Background: an optimization exercise with open tools, aiming at small area, a short achievable clock period and few clock cycles. Do not read the settings as production practice.
Where RTL was checked, it was by simulation tests only, not by an equivalence proof against the original.
Power figures rest on the tool's default switching activity, not on a simulated workload.

== tundra ==
==> flow/design.v <==
module fww_macro_cpu (
    input  wire        clk,
    input  wire        rst,           
    input  wire        start,         
    input  wire [11:0] start_pc,
    input  wire        ext_allowed,   
    output wire        busy,
    output wire        done,
    output wire [2:0]  status_code,
    output wire [15:0] status_info,
    output wire [15:0] acc,
    output wire [15:0] pc,
    output wire [15:0] ir,
    output wire        mem_req,
    output wire        mem_we,
    output wire [11:0] mem_addr,
    output wire [15:0] mem_wdata,
    input  wire        mem_ack,
    input  wire [15:0] mem_rdata
);
    localparam I_IDLE    = 0,
               I_DONE    = 1,
               I_FETCH   = 2,     
               I_DECODE  = 3,     
               I_OPREAD  = 4,     
               I_WRITE   = 5,     
               I_READ2   = 6,     
               I_NEXT    = 7,     
               I_MUL     = 8,
               I_DIV     = 9,
               I_NEXTMD  = 10,    
               I_NMDR    = 11,    
               I_REFETCH = 12,    
               I_JS2     = 13,    
               I_DZFIX   = 14,    
               I_DZREF   = 15;    
    localparam [2:0] ST_HALTED  = 3'd1,
                     ST_DIVZERO = 3'd2,
                     ST_EXTDIS  = 3'd3,
                     ST_ADDROOR = 3'd4;
    localparam [3:0] OP_LOAD = 4'd1,  OP_STORE = 4'd2,
                     OP_ADD = 4'd3,  OP_SUB = 4'd4,   OP_MUL = 4'd5,
                     OP_DIV = 4'd6,  OP_JUMP = 4'd7,  OP_JZ = 4'd8,
                     OP_JN = 4'd9,   OP_JSUB = 4'd10, OP_RET = 4'd11,
                     OP_LOADI = 4'd12, OP_LOADID = 4'd13;
    reg [15:0] st;
    reg [15:0] acc_r, pc_r, ir_r;
    reg [15:0] v_r;             
    reg [2:0]  st_code;
    reg        ext_r;
    reg        neg_r;           
    reg        yinv_r;          
    reg [3:0]  cnt;             
    reg        dsq_r;           
    reg        wd_pc;           
    reg        g_apc;           
    reg        g_req;           
    reg        g_reqpc;         
    reg        g_we;            
    reg        g_xinv;          
    reg        g_xir;           
    reg        g_yen;           
    wire s_idle = st[I_IDLE],   s_done = st[I_DONE],     s_fetch = st[I_FETCH];
    wire s_dec  = st[I_DECODE], s_opr  = st[I_OPREAD],   s_wr    = st[I_WRITE];
    wire s_rd2  = st[I_READ2],  s_next = st[I_NEXT],     s_mul   = st[I_MUL];
    wire s_div  = st[I_DIV],    s_nmd  = st[I_NEXTMD],   s_nmdr  = st[I_NMDR];
    wire s_ref  = st[I_REFETCH], s_js2 = st[I_JS2],      s_dzf   = st[I_DZFIX];
    wire s_dzr  = st[I_DZREF];
    function automatic is_read(input [3:0] op);
        is_read = (op == OP_LOAD) || (op == OP_ADD) || (op == OP_SUB) || (op == OP_MUL) ||
                  (op == OP_DIV) || (op == OP_RET) || (op == OP_LOADID);
    endfunction
    wire [3:0]  opcode  = ir_r[15:12];
    wire [11:0] operand = ir_r[11:0];
    wire [15:0] pc_inc  = {3'd0, {1'b0, pc_r[11:0]} + 13'd1};    
    wire        pc_last = (pc_r[11:0] == 12'hfff);    
    wire        pc_ok   = (pc_r[15:12] == 4'd0);
    wire        acc_zero = (acc_r == 16'd0);
    wire o_load  = (opcode == OP_LOAD);
    wire o_store = (opcode == OP_STORE);
    wire o_add   = (opcode == OP_ADD);
    wire o_sub   = (opcode == OP_SUB);
    wire o_mul   = (opcode == OP_MUL);
    wire o_div   = (opcode == OP_DIV);
    wire o_jsub  = (opcode == OP_JSUB);
    wire o_ret   = (opcode == OP_RET);
    wire o_loadi = (opcode == OP_LOADI);
    wire o_ldid  = (opcode == OP_LOADID);
    wire o_jump  = (opcode == OP_JUMP) || (opcode == OP_JZ) || (opcode == OP_JN);
    wire op_read  = is_read(opcode);
    wire op_write = o_store | o_jsub;
    wire ext_bad  = (o_loadi | o_ldid) & ~ext_r;
    wire [3:0] r_op     = mem_rdata[15:12];
    wire       r_store  = (r_op == OP_STORE);
    wire       r_jsub   = (r_op == OP_JSUB);
    wire       r_extbad = ((r_op == OP_LOADI) || (r_op == OP_LOADID)) && !ext_r;
    wire       r_taken  = (r_op == OP_JUMP) ||
                          ((r_op == OP_JZ) && acc_zero) ||
                          ((r_op == OP_JN) && acc_r[15]);
    wire       r_seq    = (r_op != 4'd0) && !is_read(r_op) && !r_store && !r_jsub &&
                          !r_taken && !r_extbad;
    wire       r_halt   = (mem_rdata == 16'd0);
    wire       r_dreq   = (is_read(r_op) & ~r_extbad) | r_store | r_taken;
    wire rdata_zero = r_halt;
    wire ack        = mem_ack;
    wire        x_ir  = g_xir;
    wire        x_inv = g_xinv;
    wire        y_en  = g_yen;
    wire        y_inv = yinv_r ^ (s_div & ir_r[15]);
    wire        cin   = y_inv | x_inv;
    wire [15:0] add_x = x_ir ? (s_div ? {ir_r[14:0], acc_r[15]} : ir_r)
                             : (acc_r ^ {16{x_inv}});
    wire [15:0] add_y = (v_r ^ {16{y_inv}}) & {16{y_en}};
    wire [16:0] add_s = {1'b0, add_x} + {1'b0, add_y} + {16'd0, cin};
    wire        qbit  = ~add_s[15];    
    wire mul_last = (acc_r[15:1] == 15'd0);
    wire skip4    = (ir_r == 16'd0) && (acc_r[15:12] == 4'd0) && (cnt >= 4'd3);
    assign busy        = ~s_idle & ~s_done;
    assign done        = s_done;
    assign status_code = st_code;
    assign status_info = v_r;
    assign acc         = acc_r;
    assign pc          = pc_r;
    assign ir          = ir_r;
    assign mem_req   = g_req | (g_reqpc & pc_ok);
    assign mem_we    = g_we;
    assign mem_addr  = ({12{g_apc}} & pc_r[11:0]) |
                       ({12{s_rd2}} & v_r[11:0]) |
                       ({12{~g_apc & ~s_rd2}} & operand);
    assign mem_wdata = wd_pc ? pc_r : acc_r;    
    wire go      = (s_idle | s_done) & start;
    wire f_ack   = s_fetch & pc_ok & ack;
    wire f_bad   = s_fetch & ~pc_ok;
    wire o_ack   = s_opr & ack;
    wire ld_bad  = o_ack & o_ldid & (mem_rdata[15:12] != 4'd0);
    wire d_bad   = s_dec & ext_bad;
    wire div_end = s_div & (skip4 ? (cnt == 4'd3) : (cnt == 4'd0));
    wire md_end  = (s_mul & mul_last) | div_end;
    wire [15:0] st_n;
    assign st_n[I_IDLE]    = s_idle & ~start;
    assign st_n[I_DONE]    = (s_done & ~start) | f_bad | (f_ack & r_halt) | d_bad | ld_bad |
                             (s_dzr & ack);
    assign st_n[I_FETCH]   = go | (s_fetch & pc_ok & ~ack) |
                             (s_dec & ~op_read & ~op_write & ~ext_bad) |
                             (o_ack & o_ret) | s_next | s_nmd | s_js2 | (s_ref & ack);
    assign st_n[I_DECODE]  = f_ack & ~r_halt;
    assign st_n[I_OPREAD]  = (s_dec & op_read & ~ext_bad) | (s_opr & ~ack);
    assign st_n[I_WRITE]   = (s_dec & op_write) | (s_wr & ~ack);
    assign st_n[I_READ2]   = (o_ack & o_ldid & ~ld_bad) | (s_rd2 & ~ack);
    assign st_n[I_NEXT]    = (o_ack & (o_load | o_add | o_sub)) | (s_wr & ack & ~o_jsub) |
                             (s_rd2 & ack);
    assign st_n[I_MUL]     = (o_ack & o_mul) | (s_mul & ~mul_last);
    assign st_n[I_DIV]     = (o_ack & o_div & ~rdata_zero) | (s_div & ~div_end);
    assign st_n[I_NEXTMD]  = md_end & ~pc_last;
    assign st_n[I_NMDR]    = md_end & pc_last;
    assign st_n[I_REFETCH] = s_nmdr | (s_ref & ~ack);
    assign st_n[I_JS2]     = s_wr & ack & o_jsub;
    assign st_n[I_DZFIX]   = o_ack & o_div & rdata_zero;
    assign st_n[I_DZREF]   = s_dzf | (s_dzr & ~ack);
    always @(posedge clk) begin
        if (rst) begin
            st      <= 16'd1 << I_IDLE;
            g_req   <= 1'b0;
            g_reqpc <= 1'b0;
            g_we    <= 1'b0;
        end else begin
            st      <= st_n;
            g_req   <= st_n[I_OPREAD] | st_n[I_WRITE] | st_n[I_READ2] | st_n[I_NEXTMD] |
                       st_n[I_NMDR] | st_n[I_REFETCH] | st_n[I_DZFIX] | st_n[I_DZREF] |
                       (f_ack & r_dreq);
            g_reqpc <= st_n[I_FETCH] | st_n[I_NEXT] | (f_ack & r_seq);
            g_we    <= st_n[I_WRITE] | (f_ack & r_store);
        end
        g_apc  <= st_n[I_FETCH] | st_n[I_NEXT] | st_n[I_NEXTMD] | st_n[I_NMDR] |
                  st_n[I_REFETCH] | st_n[I_DZFIX] | st_n[I_DZREF] | (f_ack & r_seq);
        g_xinv <= st_n[I_OPREAD] | st_n[I_NEXTMD] | st_n[I_NMDR] | st_n[I_DZFIX];
        g_xir  <= st_n[I_MUL] | st_n[I_DIV];
        g_yen  <= st_n[I_NEXT] | st_n[I_DIV] | (o_ack & o_mul & acc_r[0]) |
                  (s_mul & ~mul_last & acc_r[1]);
    end
    always @(posedge clk) begin
        if (go)
            pc_r <= {4'd0, start_pc};
        else if ((s_dec & o_jump & ~dsq_r) | (s_wr & ack & o_jsub))
            pc_r <= {4'd0, operand};
        else if ((f_ack & r_seq) | (s_dec & (o_jsub | (opcode == 4'd0))) |
                 (o_ack & (o_load | o_add | o_sub)) | (s_wr & ack & ~o_jsub) |
                 (s_rd2 & ack) | (md_end & ~pc_last) | (s_ref & ack) | s_js2)
            pc_r <= pc_inc;
        else if (o_ack & o_ret)
            pc_r <= mem_rdata;
        if (go)
            acc_r <= 16'd0;
        else if ((s_dec & o_loadi & dsq_r) | (s_next & (o_load | o_ldid)))
            acc_r <= v_r;
        else if ((s_next & (o_add | o_sub)) | (o_ack & o_div & acc_r[15]) |
                 ((s_nmd | s_nmdr | s_dzf) & neg_r) | (s_mul & mul_last))
            acc_r <= add_s[15:0];
        else if (s_mul)
            acc_r <= {1'b0, acc_r[15:1]};
        else if (s_div)
            acc_r <= skip4 ? {acc_r[11:0], 4'd0} : {acc_r[14:0], qbit};
        if (o_ack & (o_mul | o_div))
            ir_r <= 16'd0;
        else if (f_ack | (s_ref & ack) | (s_dzr & ack))
            ir_r <= mem_rdata;
        else if ((s_mul & ~mul_last) | (s_div & ~skip4))
            ir_r <= add_s[15:0];
        if ((f_ack & r_halt) | f_bad)
            v_r <= pc_r;
        else if (f_ack | (s_dzr & ack))
            v_r <= {4'd0, mem_rdata[11:0]};
        else if (o_ack | (s_rd2 & ack))
            v_r <= mem_rdata;
        else if (s_mul)
            v_r <= {v_r[14:0], 1'b0};
        else if (d_bad)
            v_r <= {12'd0, opcode};
        if (f_ack) begin
            dsq_r <= r_seq;
            wd_pc <= r_jsub;
        end
        if (o_ack) begin
            yinv_r <= o_sub | (o_div & ~mem_rdata[15]);
            neg_r  <= o_div & (acc_r[15] ^ mem_rdata[15]);
        end
        if (go | busy) begin
            st_code <= {f_bad | ld_bad, d_bad | (s_dzr & ack), (f_ack & r_halt) | d_bad};
        end
        if (go)
            ext_r <= ext_allowed;
        if (o_ack & o_div)
            cnt <= 4'd15;
        else if (s_div)
            cnt <= cnt - (skip4 ? 4'd4 : 4'd1);
    end
endmodule
Settings: LEC_CHECK=0, CAP_MARGIN=20, CORE_MARGIN=2, CORE_UTILIZATION=40, SETUP_SLACK_MARGIN=4.75, SLEW_MARGIN=20; clock period 8.0 ns.
standard.sh (not shown) runs the stock make flow with config.mk's settings and CLKGATE_MAP_FILE= SYNTH_SCRIPT=/design/flow/synth_recipe.tcl, a recipe that flattens the netlist after the stock synthesis.
==> flow/flow/run.sh <==
#!/bin/bash
set -euo pipefail
cd "$(dirname "$0")/.."
export BUFFER_PORTS_ARGS="-buffer_cell sky130_fd_sc_hd__buf_1"
bash standard.sh > standard_make.log 2>&1
Testbench counts of tundra, summed over its fixed seeds: cycles 296,501.
--- input diff tundra..lagoon ---
diff --git a/flow/design.v b/flow/design.v
--- a/flow/design.v
+++ b/flow/design.v
@@ -44,12 +44,13 @@
                      OP_JN = 4'd9,   OP_JSUB = 4'd10, OP_RET = 4'd11,
                      OP_LOADI = 4'd12, OP_LOADID = 4'd13;
     reg [15:0] st;
     reg [15:0] acc_r, pc_r, ir_r;
     reg [15:0] v_r;             
     reg [2:0]  st_code;
+    reg        info_v;          
     reg        ext_r;
     reg        neg_r;           
     reg        yinv_r;          
     reg [3:0]  cnt;             
     reg        dsq_r;           
     reg        wd_pc;           
@@ -103,25 +104,30 @@
     wire       r_dreq   = (is_read(r_op) & ~r_extbad) | r_store | r_taken;
     wire rdata_zero = r_halt;
     wire ack        = mem_ack;
     wire        x_ir  = g_xir;
     wire        x_inv = g_xinv;
     wire        y_en  = g_yen;
-    wire        y_inv = yinv_r ^ (s_div & ir_r[15]);
-    wire        cin   = y_inv | x_inv;
+    wire        cin   = yinv_r | x_inv;
     wire [15:0] add_x = x_ir ? (s_div ? {ir_r[14:0], acc_r[15]} : ir_r)
                              : (acc_r ^ {16{x_inv}});
-    wire [15:0] add_y = (v_r ^ {16{y_inv}}) & {16{y_en}};
+    wire [15:0] add_y = (v_r ^ {16{yinv_r}}) & {16{y_en}};
     wire [16:0] add_s = {1'b0, add_x} + {1'b0, add_y} + {16'd0, cin};
-    wire        qbit  = ~add_s[15];    
+    wire        qbit  = add_s[16];
     wire mul_last = (acc_r[15:1] == 15'd0);
-    wire skip4    = (ir_r == 16'd0) && (acc_r[15:12] == 4'd0) && (cnt >= 4'd3);
+    wire skip4    = (ir_r[14:0] == 15'd0) && (acc_r[15:12] == 4'd0) && (cnt >= 4'd3);
+    wire i_opnd = st_code[1] & ~st_code[0];    
+    wire i_opc  = st_code[1] & st_code[0];     
+    wire i_pc   = ~st_code[1] & ~info_v;       
     assign busy        = ~s_idle & ~s_done;
     assign done        = s_done;
     assign status_code = st_code;
-    assign status_info = v_r;
+    assign status_info = ({16{i_pc}}   & pc_r) |
+                         ({16{info_v}} & v_r) |
+                         ({16{i_opnd}} & {4'd0, operand}) |
+                         ({16{i_opc}}  & {12'd0, opcode});
     assign acc         = acc_r;
     assign pc          = pc_r;
     assign ir          = ir_r;
     assign mem_req   = g_req | (g_reqpc & pc_ok);
     assign mem_we    = g_we;
     assign mem_addr  = ({12{g_apc}} & pc_r[11:0]) |
@@ -188,47 +194,46 @@
                  (s_rd2 & ack) | (md_end & ~pc_last) | (s_ref & ack) | s_js2)
             pc_r <= pc_inc;
         else if (o_ack & o_ret)
             pc_r <= mem_rdata;
         if (go)
             acc_r <= 16'd0;
-        else if ((s_dec & o_loadi & dsq_r) | (s_next & (o_load | o_ldid)))
+        else if (s_dec & o_loadi & dsq_r)
+            acc_r <= {4'd0, operand};
+        else if (s_next & (o_load | o_ldid))
             acc_r <= v_r;
         else if ((s_next & (o_add | o_sub)) | (o_ack & o_div & acc_r[15]) |
                  ((s_nmd | s_nmdr | s_dzf) & neg_r) | (s_mul & mul_last))
             acc_r <= add_s[15:0];
         else if (s_mul)
             acc_r <= {1'b0, acc_r[15:1]};
         else if (s_div)
             acc_r <= skip4 ? {acc_r[11:0], 4'd0} : {acc_r[14:0], qbit};
         if (o_ack & (o_mul | o_div))
             ir_r <= 16'd0;
         else if (f_ack | (s_ref & ack) | (s_dzr & ack))
             ir_r <= mem_rdata;
-        else if ((s_mul & ~mul_last) | (s_div & ~skip4))
+        else if ((s_mul & ~mul_last) | (s_div & ~skip4 & qbit))
             ir_r <= add_s[15:0];
-        if ((f_ack & r_halt) | f_bad)
-            v_r <= pc_r;
-        else if (f_ack | (s_dzr & ack))
-            v_r <= {4'd0, mem_rdata[11:0]};
-        else if (o_ack | (s_rd2 & ack))
+        else if (s_div & ~skip4)
+            ir_r <= {ir_r[14:0], acc_r[15]};
+        if (o_ack | (s_rd2 & ack))
             v_r <= mem_rdata;
         else if (s_mul)
             v_r <= {v_r[14:0], 1'b0};
-        else if (d_bad)
-            v_r <= {12'd0, opcode};
         if (f_ack) begin
             dsq_r <= r_seq;
             wd_pc <= r_jsub;
         end
         if (o_ack) begin
             yinv_r <= o_sub | (o_div & ~mem_rdata[15]);
             neg_r  <= o_div & (acc_r[15] ^ mem_rdata[15]);
         end
         if (go | busy) begin
             st_code <= {f_bad | ld_bad, d_bad | (s_dzr & ack), (f_ack & r_halt) | d_bad};
+            info_v  <= ld_bad;
         end
         if (go)
             ext_r <= ext_allowed;
         if (o_ack & o_div)
             cnt <= 4'd15;
         else if (s_div)
- Min actual slew at the worst max-slew pin across tundra and lagoon: lagoon
- Taking tundra as the reference point, the data required time at the worst endpoint of lagoon falls by 1.69 ns.
- The final-layout clock-cell area share of lagoon falls short of that of tundra by 0.40 points.
- tundra → lagoon: peak ir drop on the vdd network went down; die area went up; detailed-route wire length went up; worst hold slack after final layout went up; placed standard-cell area went up.
- In lagoon, global-route usage over all layers is higher than in tundra.
- Side by side, ratio of final minimum period to clock period turned out higher in lagoon than in tundra.
- Taking tundra as the reference, in lagoon total power now sits lower, mean cell area of the mapped netlist now sits lower, worst setup slack after layout now sits lower, share of final layout cell area taken by non-clock buffers now sits higher.
Function not checked in lagoon: the RTL went through the layout flow alone.

-- separate check: timing with driven ports --
How much do the figures lean on ideal ports? The routed layouts below were timed once more, with nothing changed but the port constraints.
Step 1 assumes that a clkbuf_16 drives the clock port and a buf_2 every other input.
Step 2 adds t to the input delays and takes it off the output delays; t is the mean of the earliest and latest rising clock arrival at the registers after step 1. Input paths then give back, and output paths get back, about the clock's delay inside the block.
Three values: no drivers, after step 1, after step 2; two values: the first two.
| run | t, ns | slack for setup (ns) | worst hold slack (ns) | slew at the worst register clock pin (ns) | cell pins on the clock port's net |
|---|---|---|---|---|---|
| tundra | 0.400 | 4.686 / 4.711 / 4.311 | 0.499 / 0.499 / 0.499 | 0.08 / 0.08 | 1 |
| lagoon | 0.401 | 4.674 / 4.633 / 4.374 | 0.502 / 0.502 / 0.502 | 0.08 / 0.08 | 1 |
After both steps setup and hold are still met in every run listed. The setup slack of tundra, which loses most, moves by +0.025 ns with the drivers and by -0.375 ns with both steps.
